Background: an optimization exercise with open tools, aiming at small area, a short achievable clock period and few clock cycles. Do not read the settings as production practice. Only simulation tests tie the RTL to the original design; equivalence was not proved. Power and IR drop assume default switching activity.

`design.v`:
```
module lutic (
    input  wire        clk,
    input  wire        rst,
    input  wire        reg_wr,
    input  wire [11:0] reg_addr,
    input  wire [31:0] reg_wdata,
    output reg  [31:0] reg_rdata,
    output wire        irq,
    output reg         mem_req,
    output reg         mem_we,
    output reg  [1:0]  mem_size,
    output reg  [31:0] mem_addr,
    output reg  [31:0] mem_wdata,
    input  wire        mem_ready,
    input  wire [31:0] mem_rdata
);
    localparam [31:0] ID_VALUE = 32'h534C0007;
    localparam [3:0] OPC_NOP      = 4'h0;
    localparam [3:0] OPC_VALIDATE = 4'h1;
    localparam [3:0] OPC_UNLOCK   = 4'h2;
    localparam [3:0] OPC_COMPOSE  = 4'h3;
    localparam [3:0] OPC_GATHER   = 4'h4;
    localparam [3:0] OPC_LUTREAD  = 4'h5;
    localparam [3:0] OPC_MAPPIXEL = 4'h6;
    localparam [3:0] OPC_MAPROW   = 4'h7;
    localparam [3:0] OPC_MAPPLANE = 4'h8;
    localparam [3:0] OPC_APPLY    = 4'h9;
    localparam [7:0] F_CFG_ARITY       = 8'h01;
    localparam [7:0] F_CFG_DEPTH       = 8'h02;
    localparam [7:0] F_CFG_LUT_WIDTH   = 8'h03;
    localparam [7:0] F_CFG_LUT_PLANES  = 8'h04;
    localparam [7:0] F_CFG_NDST        = 8'h05;
    localparam [7:0] F_CFG_ROUTE       = 8'h06;
    localparam [7:0] F_CFG_LUT_ADDR    = 8'h07;
    localparam [7:0] F_FMT_CONTAINER   = 8'h10;
    localparam [7:0] F_FMT_SUBSAMPLING = 8'h11;
    localparam [7:0] F_FMT_DIM         = 8'h12;
    localparam [7:0] F_FMT_BOUNDS      = 8'h13;
    localparam [7:0] F_CS_DST_FORMAT   = 8'h20;
    localparam [7:0] F_CMD_ILLEGAL     = 8'h30;
    localparam [7:0] F_CMD_NOT_VALID   = 8'h31;
    localparam [7:0] F_CMD_POS_RANGE   = 8'h32;
    localparam [7:0] F_CMD_IDX_RANGE   = 8'h33;
    localparam [7:0] F_FRM_ALIGN       = 8'h40;
    localparam [7:0] F_FRM_STRIDE      = 8'h41;
    localparam [7:0] F_FRM_RANGE       = 8'h42;
    localparam [7:0] F_EXE_SAMPLE      = 8'h50;
    localparam [2:0] S_IDLE = 3'd0;
    localparam [2:0] S_PRE  = 3'd1;    
    localparam [2:0] S_FRM  = 3'd2;    
    localparam [2:0] S_ADDR = 3'd3;    
    localparam [2:0] S_REQ  = 3'd4;    
    localparam [2:0] S_DATA = 3'd5;    
    localparam [1:0] OP_G = 2'd0;      
    localparam [1:0] OP_F = 2'd1;      
    localparam [1:0] OP_W = 2'd2;      
    reg  [2:0]   ctrl_ie;
    reg          st_busy, st_done, st_fault, st_werr, st_cfg_valid;
    reg  [7:0]   fault_code;
    reg  [15:0]  pos_x, pos_y;
    reg  [23:0]  idx_r;
    reg  [31:0]  result_r;
    reg  [47:0]  samp_r;               
    reg  [31:0]  fault_pos;
    reg  [7:0]   fault_unit;
    reg  [1:0]   fault_slot, fault_lane;
    reg          fault_posv, fault_addrv;
    reg  [31:0]  fault_addr;
    reg  [1:0]   cfg_arity, cfg_srccw, cfg_dstcw, cfg_dstfmt, cfg_ndst;
    reg  [2:0]   cfg_lutnpl;
    reg  [4:0]   cfg_depth;
    reg  [24:0]  lut_width;
    reg  [5:0]   pk_lane;
    reg  [5:0]   dst_lutpl;
    reg  [26:0]  route;                
    reg  [127:0] lutp;                 
    reg  [47:0]  dp_w, dp_h;           
    reg  [11:0]  dp_ss;                
    reg  [95:0]  dp_base, dp_stride;
    reg  [95:0]  sp_w, sp_h;           
    reg  [23:0]  sp_ss;
    reg  [191:0] sp_base, sp_stride;
    assign irq = (st_done & ctrl_ie[0]) | (st_fault & ctrl_ie[1]) | (st_werr & ctrl_ie[2]);
    reg  [2:0]   state;
    reg  [31:0]  cur;                  
    reg  [3:0]   fi;                   
    reg  [1:0]   op;
    reg  [1:0]   grp;                  
    reg  [1:0]   k;                    
    reg  [1:0]   c;                    
    reg  [1:0]   d_cur;                
    reg  [15:0]  x, y;                 
    reg  [47:0]  g_s;                  
    reg  [95:0]  v;                    
    wire [3:0]  opc    = cur[3:0];
    wire [1:0]  cmd_d  = cur[5:4];
    wire [1:0]  cmp_a  = cur[7:6];
    wire [4:0]  cmp_b  = cur[12:8];
    wire        is_packed = (cfg_dstfmt == 2'd1) || (cfg_dstfmt == 2'd2);
    wire [2:0]  lanes  = (cfg_dstfmt == 2'd2) ? 3'd4 : 3'd3;
    wire [2:0]  pix_c  = is_packed ? lanes : 3'd1;
    wire        sblg   = cfg_srccw[0];
    wire [1:0]  dblg   = cfg_dstcw;
    wire [1:0]  A      = cfg_arity;
    wire [4:0]  B      = cfg_depth;
    wire        uniform_plan = !is_packed && (cfg_ndst == 2'd3) &&
                               (dp_w[15:0] == dp_w[31:16]) && (dp_w[15:0] == dp_w[47:32]) &&
                               (dp_h[15:0] == dp_h[31:16]) && (dp_h[15:0] == dp_h[47:32]) &&
                               (dp_ss[3:0] == dp_ss[7:4]) && (dp_ss[3:0] == dp_ss[11:8]);
    wire        pix_major = (opc == OPC_APPLY) && uniform_plan;
    function automatic dp_used(input [1:0] dd, input pk, input [1:0] nd);
        dp_used = pk ? (dd == 2'd0) : ({1'b0, dd} < {1'b0, nd});
    endfunction
    function automatic [2:0] route_of(input [26:0] rt, input [1:0] dd, input [1:0] kk);
        route_of = rt[(dd * 9 + kk * 3) +: 3];
    endfunction
    function automatic is_depth(input [4:0] b);
        is_depth = (b == 5'd8) || (b == 5'd10) || (b == 5'd12) || (b == 5'd14) || (b == 5'd16);
    endfunction
    function automatic [23:0] compose(input [47:0] s, input [1:0] a, input [4:0] b);
        reg [47:0] t;
        begin
            t = {32'd0, s[15:0]};
            if (a >= 2'd2) t = t | ({32'd0, s[31:16]} << b);
            if (a == 2'd3) t = t | ({32'd0, s[47:32]} << (b + b));
            compose = t[23:0];
        end
    endfunction
    reg        vf;
    reg [7:0]  v_code, v_unit;
    reg [1:0]  v_slot, v_lane;
    integer    vd, vk, vp;
    reg [2:0]  vj;
    reg [17:0] vxs, vys;
    reg [4:0]  vab;
    reg [33:0] vend;
    always @* begin
        vf = 1'b0; v_code = 8'd0; v_unit = 8'd0; v_slot = 2'd0; v_lane = 2'd0;
        vj = 3'd0; vxs = 18'd0; vys = 18'd0; vend = 34'd0;
        vab = B * A;
        if (A == 2'd0) begin vf = 1'b1; v_code = F_CFG_ARITY; end
        if (!vf && (!is_depth(B) || (A == 2'd2 && B > 5'd12) || (A == 2'd3 && B > 5'd8))) begin
            vf = 1'b1; v_code = F_CFG_DEPTH;
        end
        if (!vf && ((cfg_srccw != ((B == 5'd8) ? 2'd0 : 2'd1)) || cfg_dstcw == 2'd3)) begin
            vf = 1'b1; v_code = F_FMT_CONTAINER;
        end
        if (!vf && (cfg_dstfmt == 2'd3 || (is_packed && cfg_dstcw == 2'd2))) begin
            vf = 1'b1; v_code = F_CS_DST_FORMAT;
        end
        if (!vf && is_packed && dp_ss[3:0] != 4'd0) begin
            vf = 1'b1; v_code = F_CS_DST_FORMAT; v_unit = 8'h01;
        end
        if (!vf && ((!is_packed && cfg_ndst != 2'd1 && cfg_ndst != 2'd3) || (is_packed && cfg_ndst != 2'd1))) begin
            vf = 1'b1; v_code = F_CFG_NDST;
        end
        if (!vf && (lut_width != (25'd1 << vab))) begin
            vf = 1'b1; v_code = F_CFG_LUT_WIDTH;
        end
        if (!vf && ((cfg_lutnpl != 3'd1 && cfg_lutnpl != 3'd3 && cfg_lutnpl != 3'd4) ||
                    (is_packed && cfg_lutnpl < 3'd3))) begin
            vf = 1'b1; v_code = F_CFG_LUT_PLANES;
        end
        if (is_packed) begin
            for (vp = 0; vp < 3; vp = vp + 1) begin
                if (!vf && {1'b0, pk_lane[2*vp +: 2]} >= cfg_lutnpl) begin
                    vf = 1'b1; v_code = F_CFG_LUT_PLANES; v_lane = vp[1:0];
                end
            end
        end
        if (!is_packed) begin
            for (vd = 0; vd < 3; vd = vd + 1) begin
                if (!vf && dp_used(vd[1:0], is_packed, cfg_ndst) && {1'b0, dst_lutpl[2*vd +: 2]} >= cfg_lutnpl) begin
                    vf = 1'b1; v_code = F_CFG_LUT_PLANES; v_unit = 8'h01 + vd[7:0];
                end
            end
        end
        for (vd = 0; vd < 3; vd = vd + 1)
            for (vk = 0; vk < 3; vk = vk + 1)
                if (!vf && dp_used(vd[1:0], is_packed, cfg_ndst) && vk < A &&
                    route_of(route, vd[1:0], vk[1:0]) >= 3'd6) begin
                    vf = 1'b1; v_code = F_CFG_ROUTE; v_unit = 8'h01 + vd[7:0]; v_slot = vk[1:0];
                end
        for (vd = 0; vd < 3; vd = vd + 1)
            if (!vf && dp_used(vd[1:0], is_packed, cfg_ndst) &&
                (dp_ss[4*vd +: 2] == 2'd3 || dp_ss[4*vd+2 +: 2] == 2'd3)) begin
                vf = 1'b1; v_code = F_FMT_SUBSAMPLING; v_unit = 8'h01 + vd[7:0];
            end
        for (vd = 0; vd < 3; vd = vd + 1)
            for (vk = 0; vk < 3; vk = vk + 1) begin
                vj = route_of(route, vd[1:0], vk[1:0]);
                if (!vf && dp_used(vd[1:0], is_packed, cfg_ndst) && vk < A &&
                    (sp_ss[4*vj +: 2] == 2'd3 || sp_ss[4*vj+2 +: 2] == 2'd3)) begin
                    vf = 1'b1; v_code = F_FMT_SUBSAMPLING; v_unit = 8'h10 + {5'd0, vj};
                end
            end
        for (vd = 0; vd < 3; vd = vd + 1)
            if (!vf && dp_used(vd[1:0], is_packed, cfg_ndst) &&
                (dp_w[16*vd +: 16] == 16'd0 || dp_h[16*vd +: 16] == 16'd0)) begin
                vf = 1'b1; v_code = F_FMT_DIM; v_unit = 8'h01 + vd[7:0];
            end
        for (vd = 0; vd < 3; vd = vd + 1)
            for (vk = 0; vk < 3; vk = vk + 1) begin
                vj = route_of(route, vd[1:0], vk[1:0]);
                if (!vf && dp_used(vd[1:0], is_packed, cfg_ndst) && vk < A &&
                    (sp_w[16*vj +: 16] == 16'd0 || sp_h[16*vj +: 16] == 16'd0)) begin
                    vf = 1'b1; v_code = F_FMT_DIM; v_unit = 8'h10 + {5'd0, vj};
                end
            end
        for (vd = 0; vd < 3; vd = vd + 1)
            for (vk = 0; vk < 3; vk = vk + 1) begin
                vj  = route_of(route, vd[1:0], vk[1:0]);
                vxs = ({2'b00, dp_w[16*vd +: 16] - 16'd1} << dp_ss[4*vd +: 2]) >> sp_ss[4*vj +: 2];
                vys = ({2'b00, dp_h[16*vd +: 16] - 16'd1} << dp_ss[4*vd+2 +: 2]) >> sp_ss[4*vj+2 +: 2];
                if (!vf && dp_used(vd[1:0], is_packed, cfg_ndst) && vk < A &&
                    (vxs >= {2'b00, sp_w[16*vj +: 16]} || vys >= {2'b00, sp_h[16*vj +: 16]})) begin
                    vf = 1'b1; v_code = F_FMT_BOUNDS; v_unit = 8'h01 + vd[7:0]; v_slot = vk[1:0];
                end
            end
        for (vp = 0; vp < 4; vp = vp + 1) begin
            vend = {2'b00, lutp[32*vp +: 32]} + ({9'd0, lut_width} << dblg);
            if (!vf && vp < cfg_lutnpl &&
                (((lutp[32*vp +: 2] & ((2'd1 << dblg) - 2'd1)) != 2'd0) || vend > 34'h1_0000_0000)) begin
                vf = 1'b1; v_code = F_CFG_LUT_ADDR; v_unit = 8'h20 + vp[7:0];
            end
        end
    end
    reg        pf;
    reg [7:0]  p_code, p_unit;
    reg        p_posv;
    reg        cf;                     
    reg [1:0]  cf_slot;
    integer    ck;
    always @* begin
        pf = 1'b0; p_code = 8'd0; p_unit = 8'd0; p_posv = 1'b0;
        if (opc >= 4'hA) pf = 1'b1;
        else if ((opc == OPC_NOP || opc == OPC_VALIDATE || opc == OPC_UNLOCK || opc == OPC_APPLY) && cur[31:4] != 28'd0) pf = 1'b1;
        else if (opc == OPC_COMPOSE && (cur[31:13] != 19'd0 || cur[5:4] != 2'd0)) pf = 1'b1;
        else if (opc >= OPC_GATHER && opc <= OPC_MAPPLANE && cur[31:6] != 26'd0) pf = 1'b1;
        if (pf) p_code = F_CMD_ILLEGAL;
        if (!pf && opc >= OPC_GATHER && opc <= OPC_APPLY && !st_cfg_valid) begin
            pf = 1'b1; p_code = F_CMD_NOT_VALID;
        end
        if (!pf && opc == OPC_COMPOSE &&
            (cmp_a == 2'd0 || !is_depth(cmp_b) || (cmp_a == 2'd2 && cmp_b > 5'd12) || (cmp_a == 2'd3 && cmp_b > 5'd8))) begin
            pf = 1'b1; p_code = F_CMD_ILLEGAL;
        end
        if (!pf && (opc == OPC_GATHER || opc == OPC_MAPPIXEL || opc == OPC_MAPROW || opc == OPC_MAPPLANE) &&
            ((!is_packed && cmd_d >= cfg_ndst) || (is_packed && cmd_d != 2'd0))) begin
            pf = 1'b1; p_code = F_CMD_ILLEGAL;
        end
        if (!pf && opc == OPC_LUTREAD && {1'b0, cmd_d} >= cfg_lutnpl) begin
            pf = 1'b1; p_code = F_CMD_ILLEGAL;
        end
        if (!pf && (opc == OPC_GATHER || opc == OPC_MAPPIXEL) &&
            (pos_x >= dp_w[16*cmd_d +: 16] || pos_y >= dp_h[16*cmd_d +: 16])) begin
            pf = 1'b1; p_code = F_CMD_POS_RANGE; p_unit = 8'h01 + {6'd0, cmd_d}; p_posv = 1'b1;
        end
        if (!pf && opc == OPC_MAPROW && pos_y >= dp_h[16*cmd_d +: 16]) begin
            pf = 1'b1; p_code = F_CMD_POS_RANGE; p_unit = 8'h01 + {6'd0, cmd_d}; p_posv = 1'b1;
        end
        if (!pf && opc == OPC_LUTREAD && {1'b0, idx_r} >= lut_width) begin
            pf = 1'b1; p_code = F_CMD_IDX_RANGE; p_unit = 8'h20 + {6'd0, cmd_d};
        end
        cf = 1'b0; cf_slot = 2'd0;
        for (ck = 0; ck < 3; ck = ck + 1)
            if (!cf && ck < cmp_a && ({16'd0, samp_r[16*ck +: 16]} >> cmp_b) != 32'd0) begin
                cf = 1'b1; cf_slot = ck[1:0];
            end
    end
    reg        f_isdp, f_en;
    reg [1:0]  f_dd, f_kk;
    reg [3:0]  f_q, f_r;
    reg [2:0]  f_j;
    reg [15:0] f_w, f_h;
    reg [31:0] f_base, f_stride;
    reg [1:0]  f_nlg;
    reg [17:0] f_wc;
    always @* begin
        f_isdp = (fi < 4'd3);
        f_q    = (fi - 4'd3) / 4'd3;
        f_r    = (fi - 4'd3) % 4'd3;
        f_dd   = f_isdp ? fi[1:0] : f_q[1:0];
        f_kk   = f_isdp ? 2'd0    : f_r[1:0];
        f_j    = route_of(route, f_dd, f_kk);
        if (opc == OPC_APPLY)
            f_en = dp_used(f_dd, is_packed, cfg_ndst) && (f_isdp || f_kk < A);
        else
            f_en = (f_dd == cmd_d) && (f_isdp ? (opc != OPC_GATHER) : (f_kk < A));
        if (f_isdp) begin
            f_w = dp_w[16*f_dd +: 16]; f_h = dp_h[16*f_dd +: 16];
            f_base = dp_base[32*f_dd +: 32]; f_stride = dp_stride[32*f_dd +: 32];
            f_nlg = dblg;
            f_wc = {2'b00, f_w} * pix_c;
        end else begin
            f_w = sp_w[16*f_j +: 16]; f_h = sp_h[16*f_j +: 16];
            f_base = sp_base[32*f_j +: 32]; f_stride = sp_stride[32*f_j +: 32];
            f_nlg = {1'b0, sblg};
            f_wc = {2'b00, f_w};
        end
    end
    wire [1:0]  dg     = pix_major ? grp : d_cur;        
    wire [2:0]  g_j    = route_of(route, dg, k);
    wire [1:0]  g_dx   = dp_ss[4*dg +: 2];
    wire [1:0]  g_dy   = dp_ss[4*dg+2 +: 2];
    wire [17:0] g_xs   = ({2'b00, x} << g_dx) >> sp_ss[4*g_j +: 2];
    wire [17:0] g_ys   = ({2'b00, y} << g_dy) >> sp_ss[4*g_j+2 +: 2];
    wire [1:0]  f_p    = (opc == OPC_LUTREAD) ? cmd_d :
                         is_packed ? pk_lane[2*c +: 2] : dst_lutpl[2*dg +: 2];
    wire [23:0] cur_idx = compose(g_s, A, B);
    wire [23:0] f_i    = (opc == OPC_LUTREAD) ? idx_r : cur_idx;
    wire [1:0]  w_d    = is_packed ? 2'd0 : (pix_major ? c : d_cur);
    wire [15:0] pl_h   = dp_h[16*w_d +: 16];
    wire [15:0] w_row  = is_packed ? (pl_h - 16'd1 - y) : y;
    wire [17:0] w_col  = is_packed ? ({2'b00, x} * lanes + {16'd0, c}) : {2'b00, x};
    reg  [15:0] m_row;
    reg  [31:0] m_stride;
    wire [47:0] m_prod = m_row * m_stride;
    always @* begin
        if (state == S_FRM) begin
            m_row = f_h - 16'd1; m_stride = f_stride;
        end else if (op == OP_G) begin
            m_row = g_ys[15:0]; m_stride = sp_stride[32*g_j +: 32];
        end else begin
            m_row = w_row; m_stride = dp_stride[32*w_d +: 32];
        end
    end
    wire [51:0] f_ext  = ({4'd0, m_prod} + {34'd0, f_wc}) << f_nlg;
    wire [51:0] f_end  = {20'd0, f_base} + f_ext;
    wire        f_bad_align  = (f_base[1:0] & ((2'd1 << f_nlg) - 2'd1)) != 2'd0;
    wire        f_bad_stride = f_stride < {14'd0, f_wc};
    wire        f_bad_range  = f_end > 52'h1_0000_0000;
    reg  [31:0] acc_addr;
    reg  [1:0]  acc_size;
    always @* begin
        case (op)
            OP_G: begin
                acc_addr = sp_base[32*g_j +: 32] + ((m_prod[31:0] + {14'd0, g_xs}) << sblg);
                acc_size = {1'b0, sblg};
            end
            OP_F: begin
                acc_addr = lutp[32*f_p +: 32] + ({8'd0, f_i} << dblg);
                acc_size = dblg;
            end
            default: begin
                acc_addr = dp_base[32*w_d +: 32] + ((m_prod[31:0] + {14'd0, w_col}) << dblg);
                acc_size = dblg;
            end
        endcase
    end
    wire [31:0] rd_val = (mem_size == 2'd0) ? {24'd0, mem_rdata[7:0]} :
                         (mem_size == 2'd1) ? {16'd0, mem_rdata[15:0]} : mem_rdata;
    wire        rd_out_of_range = ({16'd0, rd_val[15:0]} >> B) != 32'd0;
    reg  [47:0] g_s_new;
    always @* begin
        g_s_new = g_s;
        g_s_new[16*k +: 16] = rd_val[15:0];
    end
    reg        n_done;
    reg [1:0]  n_op, n_grp, n_k, n_c, n_d;
    reg [15:0] n_x, n_y;
    reg        pix_end;
    wire [1:0] pl_d  = (is_packed || pix_major) ? 2'd0 : d_cur;
    wire [15:0] pl_w = dp_w[16*pl_d +: 16];
    wire [15:0] pl_hh = dp_h[16*pl_d +: 16];
    always @* begin
        n_done = 1'b0; n_op = op; n_grp = grp; n_k = k; n_c = c; n_d = d_cur;
        n_x = x; n_y = y; pix_end = 1'b0;
        case (op)
            OP_G: begin
                if ({1'b0, k} + 3'd1 < {1'b0, A}) n_k = k + 2'd1;
                else if (opc == OPC_GATHER) n_done = 1'b1;
                else begin n_op = OP_F; n_c = 2'd0; end
            end
            OP_F: begin
                if (opc == OPC_LUTREAD) n_done = 1'b1;
                else if (is_packed && c != 2'd2) n_c = c + 2'd1;
                else if (pix_major && grp != 2'd2) begin
                    n_grp = grp + 2'd1; n_op = OP_G; n_k = 2'd0;
                end else begin
                    n_op = OP_W; n_c = 2'd0;
                end
            end
            default: begin
                if ((is_packed || pix_major) && c != 2'd2) n_c = c + 2'd1;
                else pix_end = 1'b1;
            end
        endcase
        if (pix_end) begin
            n_op = OP_G; n_k = 2'd0; n_c = 2'd0; n_grp = 2'd0;
            if (opc == OPC_MAPPIXEL) n_done = 1'b1;
            else if (opc == OPC_MAPROW) begin
                if (x + 16'd1 < pl_w) n_x = x + 16'd1;
                else n_done = 1'b1;
            end else begin
                if (x + 16'd1 < pl_w) n_x = x + 16'd1;
                else begin
                    n_x = 16'd0;
                    if (is_packed) begin
                        if (y != 16'd0) n_y = y - 16'd1;
                        else n_done = 1'b1;
                    end else if (y + 16'd1 < pl_hh) n_y = y + 16'd1;
                    else if (opc == OPC_APPLY && !pix_major && {1'b0, d_cur} + 3'd1 < {1'b0, cfg_ndst}) begin
                        n_d = d_cur + 2'd1; n_y = 16'd0;
                    end else n_done = 1'b1;
                end
            end
        end
    end
    wire [9:0] wa = reg_addr[11:2];
    wire       is_pln = (wa >= 10'h010 && wa <= 10'h016) || (wa >= 10'h018 && wa <= 10'h01B) ||
                        (wa >= 10'h020 && wa <= 10'h02B && wa[1] == 1'b0) ||
                        (wa >= 10'h040 && wa <= 10'h057 && wa[1] == 1'b0);
    wire       is_frm = (wa >= 10'h020 && wa <= 10'h02B && wa[1] == 1'b1) ||
                        (wa >= 10'h040 && wa <= 10'h057 && wa[1] == 1'b1);
    wire       is_opr = (wa == 10'h004) || (wa == 10'h005) || (wa >= 10'h008 && wa <= 10'h00A);
    wire       is_cmd = (wa == 10'h003);
    wire       wr_ok  = is_cmd ? (!st_busy && !st_fault) :
                        is_pln ? (!st_busy && !st_cfg_valid) :
                        (is_frm || is_opr) ? !st_busy : 1'b0;
    wire       wr_err = (is_cmd || is_pln || is_frm || is_opr) && !wr_ok;
    task automatic raise(input [7:0] code, input [7:0] unit, input [1:0] slot, input [1:0] lane,
                         input posv, input [31:0] pos, input addrv, input [31:0] addr);
        begin
            fault_code  <= code;
            fault_unit  <= unit;
            fault_slot  <= slot;
            fault_lane  <= lane;
            fault_posv  <= posv;
            fault_pos   <= posv ? pos : 32'd0;
            fault_addrv <= addrv;
            fault_addr  <= addrv ? addr : 32'd0;
            st_fault    <= 1'b1;
            st_busy     <= 1'b0;
            state       <= S_IDLE;
        end
    endtask
    task automatic complete;
        begin
            st_busy <= 1'b0;
            st_done <= 1'b1;
            state   <= S_IDLE;
        end
    endtask
    integer wi;
    always @(posedge clk) begin
        if (rst) begin
            ctrl_ie <= 3'd0;
            st_busy <= 1'b0; st_done <= 1'b0; st_fault <= 1'b0; st_werr <= 1'b0; st_cfg_valid <= 1'b0;
            fault_code <= 8'd0; fault_unit <= 8'd0; fault_slot <= 2'd0; fault_lane <= 2'd0;
            fault_posv <= 1'b0; fault_addrv <= 1'b0; fault_pos <= 32'd0; fault_addr <= 32'd0;
            pos_x <= 16'd0; pos_y <= 16'd0; idx_r <= 24'd0; result_r <= 32'd0; samp_r <= 48'd0;
            cfg_arity <= 2'd0; cfg_srccw <= 2'd0; cfg_dstcw <= 2'd0; cfg_dstfmt <= 2'd0;
            cfg_ndst <= 2'd0; cfg_lutnpl <= 3'd0; cfg_depth <= 5'd0; lut_width <= 25'd0;
            pk_lane <= 6'h24; dst_lutpl <= 6'd0; route <= 27'd0; lutp <= 128'd0;
            dp_w <= 48'd0; dp_h <= 48'd0; dp_ss <= 12'd0; dp_base <= 96'd0; dp_stride <= 96'd0;
            sp_w <= 96'd0; sp_h <= 96'd0; sp_ss <= 24'd0; sp_base <= 192'd0; sp_stride <= 192'd0;
            state <= S_IDLE; cur <= 32'd0; fi <= 4'd0; op <= OP_G; grp <= 2'd0; k <= 2'd0; c <= 2'd0;
            d_cur <= 2'd0; x <= 16'd0; y <= 16'd0; g_s <= 48'd0; v <= 96'd0;
            mem_req <= 1'b0; mem_we <= 1'b0; mem_size <= 2'd0; mem_addr <= 32'd0; mem_wdata <= 32'd0;
        end else begin
            if (reg_wr) begin
                if (wr_err) st_werr <= 1'b1;
                if (wa == 10'h001) ctrl_ie <= reg_wdata[2:0];
                if (wa == 10'h002) begin
                    if (reg_wdata[1]) st_done <= 1'b0;
                    if (reg_wdata[3]) st_werr <= 1'b0;
                    if (reg_wdata[2]) begin
                        st_fault <= 1'b0; fault_code <= 8'd0; fault_unit <= 8'd0; fault_slot <= 2'd0;
                        fault_lane <= 2'd0; fault_posv <= 1'b0; fault_addrv <= 1'b0;
                        fault_pos <= 32'd0; fault_addr <= 32'd0;
                    end
                end
                if (wr_ok) begin
                    case (wa)
                        10'h003: begin
                            cur <= reg_wdata; st_busy <= 1'b1; st_done <= 1'b0; state <= S_PRE;
                        end
                        10'h004: begin pos_x <= reg_wdata[15:0]; pos_y <= reg_wdata[31:16]; end
                        10'h005: idx_r <= reg_wdata[23:0];
                        10'h008: samp_r[15:0]  <= reg_wdata[15:0];
                        10'h009: samp_r[31:16] <= reg_wdata[15:0];
                        10'h00A: samp_r[47:32] <= reg_wdata[15:0];
                        10'h010: begin
                            cfg_arity <= reg_wdata[1:0]; cfg_srccw <= reg_wdata[3:2];
                            cfg_dstcw <= reg_wdata[5:4]; cfg_dstfmt <= reg_wdata[7:6];
                            cfg_ndst <= reg_wdata[9:8]; cfg_lutnpl <= reg_wdata[12:10];
                            cfg_depth <= reg_wdata[20:16];
                        end
                        10'h011: lut_width <= reg_wdata[24:0];
                        10'h012: pk_lane <= reg_wdata[5:0];
                        10'h013: dst_lutpl <= reg_wdata[5:0];
                        10'h014: route[8:0]   <= {reg_wdata[10:8], reg_wdata[6:4], reg_wdata[2:0]};
                        10'h015: route[17:9]  <= {reg_wdata[10:8], reg_wdata[6:4], reg_wdata[2:0]};
                        10'h016: route[26:18] <= {reg_wdata[10:8], reg_wdata[6:4], reg_wdata[2:0]};
                        10'h018: lutp[31:0]   <= reg_wdata;
                        10'h019: lutp[63:32]  <= reg_wdata;
                        10'h01A: lutp[95:64]  <= reg_wdata;
                        10'h01B: lutp[127:96] <= reg_wdata;
                        default: begin
                            for (wi = 0; wi < 3; wi = wi + 1)
                                if (wa[9:2] == 8'h08 + wi[7:0]) begin
                                    case (wa[1:0])
                                        2'd0: begin dp_w[16*wi +: 16] <= reg_wdata[15:0]; dp_h[16*wi +: 16] <= reg_wdata[31:16]; end
                                        2'd1: dp_ss[4*wi +: 4] <= reg_wdata[3:0];
                                        2'd2: dp_base[32*wi +: 32] <= reg_wdata;
                                        default: dp_stride[32*wi +: 32] <= reg_wdata;
                                    endcase
                                end
                            for (wi = 0; wi < 6; wi = wi + 1)
                                if (wa[9:2] == 8'h10 + wi[7:0]) begin
                                    case (wa[1:0])
                                        2'd0: begin sp_w[16*wi +: 16] <= reg_wdata[15:0]; sp_h[16*wi +: 16] <= reg_wdata[31:16]; end
                                        2'd1: sp_ss[4*wi +: 4] <= reg_wdata[3:0];
                                        2'd2: sp_base[32*wi +: 32] <= reg_wdata;
                                        default: sp_stride[32*wi +: 32] <= reg_wdata;
                                    endcase
                                end
                        end
                    endcase
                end
            end
            case (state)
                S_PRE: begin
                    if (pf)
                        raise(p_code, p_unit, 2'd0, 2'd0, p_posv, {pos_y, pos_x}, 1'b0, 32'd0);
                    else begin
                        op <= OP_G; grp <= 2'd0; k <= 2'd0; c <= 2'd0; fi <= 4'd0;
                        d_cur <= (opc == OPC_APPLY) ? 2'd0 : cmd_d;
                        x <= (opc == OPC_GATHER || opc == OPC_MAPPIXEL) ? pos_x : 16'd0;
                        y <= (opc == OPC_GATHER || opc == OPC_MAPPIXEL || opc == OPC_MAPROW) ? pos_y :
                             is_packed ? dp_h[15:0] - 16'd1 : 16'd0;
                        case (opc)
                            OPC_VALIDATE: begin
                                if (vf) raise(v_code, v_unit, v_slot, v_lane, 1'b0, 32'd0, 1'b0, 32'd0);
                                else begin st_cfg_valid <= 1'b1; complete(); end
                            end
                            OPC_UNLOCK: begin st_cfg_valid <= 1'b0; complete(); end
                            OPC_COMPOSE: begin
                                if (cf) raise(F_EXE_SAMPLE, 8'd0, cf_slot, 2'd0, 1'b0, 32'd0, 1'b0, 32'd0);
                                else begin idx_r <= compose(samp_r, cmp_a, cmp_b); complete(); end
                            end
                            OPC_LUTREAD: begin op <= OP_F; state <= S_ADDR; end
                            OPC_GATHER, OPC_MAPPIXEL, OPC_MAPROW, OPC_MAPPLANE, OPC_APPLY:
                                state <= S_FRM;
                            default: complete();    
                        endcase
                    end
                end
                S_FRM: begin
                    if (f_en && f_bad_align)
                        raise(F_FRM_ALIGN, f_isdp ? 8'h01 + {6'd0, f_dd} : 8'h10 + {5'd0, f_j},
                              2'd0, 2'd0, 1'b0, 32'd0, 1'b0, 32'd0);
                    else if (f_en && f_bad_stride)
                        raise(F_FRM_STRIDE, f_isdp ? 8'h01 + {6'd0, f_dd} : 8'h10 + {5'd0, f_j},
                              2'd0, 2'd0, 1'b0, 32'd0, 1'b0, 32'd0);
                    else if (f_en && f_bad_range)
                        raise(F_FRM_RANGE, f_isdp ? 8'h01 + {6'd0, f_dd} : 8'h10 + {5'd0, f_j},
                              2'd0, 2'd0, 1'b0, 32'd0, 1'b0, 32'd0);
                    else if (fi == 4'd11)
                        state <= S_ADDR;
                    else
                        fi <= fi + 4'd1;
                end
                S_ADDR: begin
                    mem_req   <= 1'b1;
                    mem_we    <= (op == OP_W);
                    mem_size  <= acc_size;
                    mem_addr  <= acc_addr;
                    mem_wdata <= v[32*c +: 32];
                    state     <= S_REQ;
                end
                S_REQ: begin
                    if (mem_ready) begin
                        mem_req <= 1'b0;
                        if (mem_we) begin
                            if (n_done) begin
                                if (opc == OPC_MAPPIXEL) begin
                                    samp_r   <= {(A == 2'd3) ? g_s[47:32] : 16'd0,
                                                 (A >= 2'd2) ? g_s[31:16] : 16'd0, g_s[15:0]};
                                    idx_r    <= cur_idx;
                                    result_r <= v[31:0];
                                end
                                complete();
                            end else begin
                                op <= n_op; grp <= n_grp; k <= n_k; c <= n_c; d_cur <= n_d;
                                x <= n_x; y <= n_y;
                                state <= S_ADDR;
                            end
                        end else
                            state <= S_DATA;
                    end
                end
                S_DATA: begin
                    if (op == OP_G && rd_out_of_range)
                        raise(F_EXE_SAMPLE, 8'h10 + {5'd0, g_j}, k, 2'd0, 1'b1, {y, x}, 1'b1, mem_addr);
                    else begin
                        if (op == OP_G)
                            g_s <= g_s_new;
                        else if (is_packed)
                            v[32*c +: 32] <= rd_val;
                        else
                            v[32*grp +: 32] <= rd_val;
                        if (n_done) begin
                            if (opc == OPC_GATHER)
                                samp_r <= {(A == 2'd3) ? g_s_new[47:32] : 16'd0,
                                           (A >= 2'd2) ? g_s_new[31:16] : 16'd0, g_s_new[15:0]};
                            if (opc == OPC_LUTREAD)
                                result_r <= rd_val;
                            complete();
                        end else begin
                            op <= n_op; grp <= n_grp; k <= n_k; c <= n_c; d_cur <= n_d;
                            x <= n_x; y <= n_y;
                            state <= S_ADDR;
                        end
                    end
                end
                default: ;
            endcase
        end
    end
    integer ri;
    always @* begin
        reg_rdata = 32'd0;
        case (wa)
            10'h000: reg_rdata = ID_VALUE;
            10'h001: reg_rdata = {29'd0, ctrl_ie};
            10'h002: reg_rdata = {16'd0, fault_code, 3'd0, st_cfg_valid, st_werr, st_fault, st_done, st_busy};
            10'h004: reg_rdata = {pos_y, pos_x};
            10'h005: reg_rdata = {8'd0, idx_r};
            10'h006: reg_rdata = result_r;
            10'h008: reg_rdata = {16'd0, samp_r[15:0]};
            10'h009: reg_rdata = {16'd0, samp_r[31:16]};
            10'h00A: reg_rdata = {16'd0, samp_r[47:32]};
            10'h00C: reg_rdata = fault_pos;
            10'h00D: reg_rdata = {18'd0, fault_addrv, fault_posv, fault_lane, fault_slot, fault_unit};
            10'h00E: reg_rdata = fault_addr;
            10'h010: reg_rdata = {11'd0, cfg_depth, 3'd0, cfg_lutnpl, cfg_ndst, cfg_dstfmt, cfg_dstcw, cfg_srccw, cfg_arity};
            10'h011: reg_rdata = {7'd0, lut_width};
            10'h012: reg_rdata = {26'd0, pk_lane};
            10'h013: reg_rdata = {26'd0, dst_lutpl};
            10'h014: reg_rdata = {21'd0, route[8:6], 1'b0, route[5:3], 1'b0, route[2:0]};
            10'h015: reg_rdata = {21'd0, route[17:15], 1'b0, route[14:12], 1'b0, route[11:9]};
            10'h016: reg_rdata = {21'd0, route[26:24], 1'b0, route[23:21], 1'b0, route[20:18]};
            10'h018: reg_rdata = lutp[31:0];
            10'h019: reg_rdata = lutp[63:32];
            10'h01A: reg_rdata = lutp[95:64];
            10'h01B: reg_rdata = lutp[127:96];
            default: begin
                for (ri = 0; ri < 3; ri = ri + 1)
                    if (wa[9:2] == 8'h08 + ri[7:0])
                        case (wa[1:0])
                            2'd0: reg_rdata = {dp_h[16*ri +: 16], dp_w[16*ri +: 16]};
                            2'd1: reg_rdata = {28'd0, dp_ss[4*ri +: 4]};
                            2'd2: reg_rdata = dp_base[32*ri +: 32];
                            default: reg_rdata = dp_stride[32*ri +: 32];
                        endcase
                for (ri = 0; ri < 6; ri = ri + 1)
                    if (wa[9:2] == 8'h10 + ri[7:0])
                        case (wa[1:0])
                            2'd0: reg_rdata = {sp_h[16*ri +: 16], sp_w[16*ri +: 16]};
                            2'd1: reg_rdata = {28'd0, sp_ss[4*ri +: 4]};
                            2'd2: reg_rdata = sp_base[32*ri +: 32];
                            default: reg_rdata = sp_stride[32*ri +: 32];
                        endcase
            end
        endcase
    end
endmodule
```
`run.sh`:
```
#!/bin/bash
# synth_recipe.tcl (not shown) runs the flow's synth.tcl, then flattens the netlist and writes it again
# the make line also repeats each setting of config.mk as NAME=value (left out here)
make -C /OpenROAD-flow-scripts/flow DESIGN_CONFIG=/design/flow/config.mk WORK_HOME=/design/flow/orfs CLKGATE_MAP_FILE= SYNTH_SCRIPT=/design/flow/synth_recipe.tcl finish
```
`config.mk`:
```
export PLATFORM = sky130hd
export DESIGN_NAME = lutic
export DESIGN_NICKNAME = lutic
export VERILOG_FILES = /design/flow/design.v
export SDC_FILE = /design/flow/constraint.sdc
export NUM_CORES = 4
export LEC_CHECK = 0
export CAP_MARGIN = 20
export CELL_PAD_IN_SITES_DETAIL_PLACEMENT = 1
export CELL_PAD_IN_SITES_GLOBAL_PLACEMENT = 2
export CORE_MARGIN = 2
export CORE_UTILIZATION = 25
export PLACE_DENSITY = 0.55
export SLEW_MARGIN = 20
```
`constraint.sdc`:
```
create_clock -name core_clock -period 22.0 [get_ports {clk}]
set_input_delay 4.4000 -clock core_clock [delete_from_list [all_inputs] [get_ports {clk}]]
set_output_delay 4.4000 -clock core_clock [all_outputs]
set_load 0.01 [all_outputs]
```
==> out/metrics.yaml <==
floorplanning:
  die_y_um: 845
  die_w_um: 845
  ios: 181
  core-area_sq_um: 707000
  dieArea_sq_um: 714000
  rows: 309
  initial_utilization: 0.250
finish:
  fin_nets: 25225
  final_util: 0.288
  stdcell_area_sq_um: 204000
  drive_gt1_frac: 0.134
  syn2layout_area_growth_pct: 15.3
  finalNonFillerCells: 33415
drt:
  drt_iter0_drc: 24900
  antenna_left: 0
  drt-total-wl_mm: 1330
  via_per_inst: 6.09
  drcViolationCount: 0
  routedWlPerCell_um: 39.7
  firstDrtPassIters: 7
  vias: 203530
hold_path:
  min_path_type: "reg2reg"
  whs_path_depth: 2
  whs_endpoint: "cur[24]"
  min_from: "cur[24]"
placed_design:
  gp_congestion: 1.01
  io_buffers: 178
  place_area_sq_um: 195000
  post-place-ws_ns: -0.327
  place_hpwl_mm: 991
  place_inst: 32824
synth:
  syn_avg_cell_area_sq_um: 7.34
  synth-edff-count: 0
  ys_async_sr_fraction: 0
  synth_cell_types: 109
  seq_area_frac_synth: 0.185
  yosysWarnings: 1
  syn_nets: 25567
  synth_area_leaders: "dfxtp_1 (18%), nand2_1 (9.6%), mux2i_1 (8.9%)"
  mappedNetlistArea_sq_um: 177000
  synth_top_area_share: 0.185
  synth-seq-cells: 1633
  synthCells: 24093
  yosys.area.top_type: "dfxtp_1"
  ys.flop_type: "dfxtp_1"
setup_path:
  rr_startpoint: "cfg_dstfmt[0]"
  reg2reg_slack_ns: 0.80
  ff2ff_path_depth: 84
  arrival_ns: 22.16
  cp_max_fo: 66
  rr_endpoint: "fault_pos[17]"
  crit_slowest_cell: "o221ai_1"
  path_buf_inv: 16
  worst_ep_required_time_ns: 22.95
  end_kind: "register"
  cp_top_family: "simple AND/OR/NAND/NOR gates"
  max_stage_delay_ns: 0.84
  crit_top_cell: "buf_4"
  critPathKind: "reg2reg"
  start_kind: "register"
timing:
  finalWorstSetupSlack_ns: 0.798
  hold_viol: 0
  max_freq_mhz: 47.2
  period_share: 0.964
  fin_crit_ns: 21.20
  hold_slack_ns: 0.455
  slew_viol_final: 0
  finalSetupViolations: 0
  maxSlewHeadroom: 0.0892
  tightest_slew_ns: 1.37
  finalClockSkew_ns: 0.105
power:
  p_switching_mw: 1.99
  p_int_mw: 5.21
  seqPwrFrac: 0.410
  ir_drop_mv: 0.0799
  power.density_nw_per_um2: 35.3
  leakage_nw: 74.0
  combPwrFrac: 0.043
  clock_power_share: 0.546
  swShare: 0.277
global_route:
  grt_overflow: 0
  grt_usage: 0.354
  grt_pass1_vias: 193956
  grt_max_degree: 175
  grt_pass1_wl_mm: 1760
  antenna_found_initial: 202
clocking:
  cts_sinks: 1633
  htreeDepth: 4
  cts_root_buf: "clkbuf_16"
  clock_latency_ns: 1.11
  cts_tree: "yes"
  numCtsBuffers: 223
  cts.clk_slew.worst_paths_ns: 0.06
  cts_buffer_depth: 4
flow_run:
  drv_cap: 0
run_status:
  status: "finished clean"
==> registers in the layout, summed over array words and instances (netlist names), 96 cells and up <==
signal / flops
dp_base: 96
dp_stride: 96
lutp: 128
sp_base: 192
sp_h: 96
sp_stride: 192
sp_w: 96
v: 96
==> placed cells by master (no fill, tap or decap), types with 125 or more instances in the layout <==
cell,n
o21ai_0,1074
nand4_1,132
nor4_1,133
diode_2,152
nand3_1,443
clkdlybuf4s50_1,142
nor2_1,1906
mux2i_1,1566
mux4_2,552
nor3_1,293
a21oi_1,2915
fa_1,451
mux2_2,198
o22ai_1,251
a21o_1,284
dfxtp_1,1571
a211oi_1,298
nor2b_1,167
ha_1,937
nand2_1,4494
inv_1,810
a22oi_1,326
buf_4,1467
clkbuf_16,223
a31oi_1,132
a221oi_1,125
xnor2_1,292
and2_1,128
nand2b_1,198
==> cells by family after synthesis <==
family | share of synthesized area
AO/OA/AOI/OAI | 0.234
multiplexers | 0.172
XOR/XNOR | 0.0207
flip-flops | 0.185
buffers and inverters | 0.0661
AND/OR/NAND/NOR | 0.205
adder cells (fa/ha/maj) | 0.118
==> Yosys cell counts, types with 284 or more instances <==
| cell | number |
|---|---|
| a211oi_1 | 325 |
| a21o_1 | 284 |
| a21oi_1 | 2964 |
| a22oi_1 | 328 |
| clkbuf_1 | 1952 |
| dfxtp_1 | 1633 |
| fa_1 | 451 |
| ha_1 | 943 |
| inv_1 | 815 |
| mux2i_1 | 1576 |
| mux4_2 | 552 |
| nand2_1 | 4521 |
| nand3_1 | 445 |
| nor2_1 | 1972 |
| nor3_1 | 334 |
| o21ai_0 | 1109 |
| xnor2_1 | 295 |
==> stage by stage <==
stage / power [mW] / TNS, ns
after floorplan: 3.15 / 0
after global placement: 3.32 / -11.25
after detailed placement: 3.32 / -23.57
after CTS: 7.22 / 0
after global routing: 7.33 / -0.000421
final: 7.20 / 0
==> worst reg2reg max path: cells and delay by family (launching register included) <==
kind	cells	cell delay, ns
compound gates	22	6.07
simple gates	31	6.56
mux	2	0.87
flops	1	0.32
fa+ha+maj	12	4.85
xor+xnor	1	0.10
buf+inv	16	2.37
==> power groups by stage <==
stage | Combinational, mW | Clock [mW] | Sequential [mW]
6_report | 0.313 | 3.94 | 2.96
2_1_floorplan | 0.127 | 0 | 3.02
5_1_grt | 0.306 | 4.07 | 2.95
4_1_cts | 0.299 | 3.97 | 2.96
3_3_place_gp | 0.299 | 0 | 3.02
3_5_place_dp | 0.299 | 0 | 3.02
==> repair_timing <==
item                       in CTS  in global routing
pin swaps                       4                  7
gates resized for setup         4                 41
setup endpoints to repair      93                 94
gates cloned                    0                  1
setup buffers                   8                 16
hold buffers                    0                  0
==> layer usage <==
metal / vias to the layer above / GRT usage / share of wire
li1: 85315 / - / -
met1: 104533 / 0.457 / 0.41
met2: 10737 / 0.516 / 0.41
met3: 2859 / 0.0868 / 0.091
met4: 86 / 0.247 / 0.085
met5: - / 0.000267 / 0.00045
==> layout make-up <==
cell class,instances,area [sq um]
repair buffers,1686,13700
flip-flops and latches,1633,32800
diodes,152,380
fillers,84863,503000
multi-input cells,19375,135000
clock inverters,82,1030
well taps,9330,11700
clock buffers,325,6440
inverters,832,3120
==> worst max-delay path by stage <==
stage                        from            end  slack (ns)  cells past startpoint
global route        cfg_dstfmt[0]     fault_posv     -0.0004                     81
CTS                         fi[1]   fault_pos[1]       0.007                     89
floorplan                   fi[0]  fault_unit[2]        1.99                     84
detailed placement  cfg_dstfmt[0]  fault_pos[17]       -0.33                     75
finish              cfg_dstfmt[0]  fault_pos[17]        0.80                     84
global placement    cfg_dstfmt[0]  fault_unit[4]       -0.16                     77
Testbench counts, summed over its fixed seeds: cycles 349,877.

==> port drivers added, routing unchanged <==
How much do the figures lean on ideal ports? The routed layout below was timed once more, with nothing changed but the port constraints.
Step 1, drivers: a clkbuf_16 drives clk and a buf_2 each remaining input, both assumed.
Step 2 times the ports against the registers' clock, not the clock port: input delays grow and output delays shrink by t, the midpoint of the rising clock arrivals with the driver on.
Three values: ideal, step 1, step 2; two values: the first two.
shift t [ns]: 1.168
setup slack, ns: 0.798 / 0.798 / 0.798
worst setup path after step 2: register to register
worst data-port slew with drivers (ns): 0.35
cell pins on the clock port's net: 1
After both steps setup and hold are still met in this run. For this run, drivers alone change the setup slack by 0.000 ns; drivers and shift together by 0.000 ns.
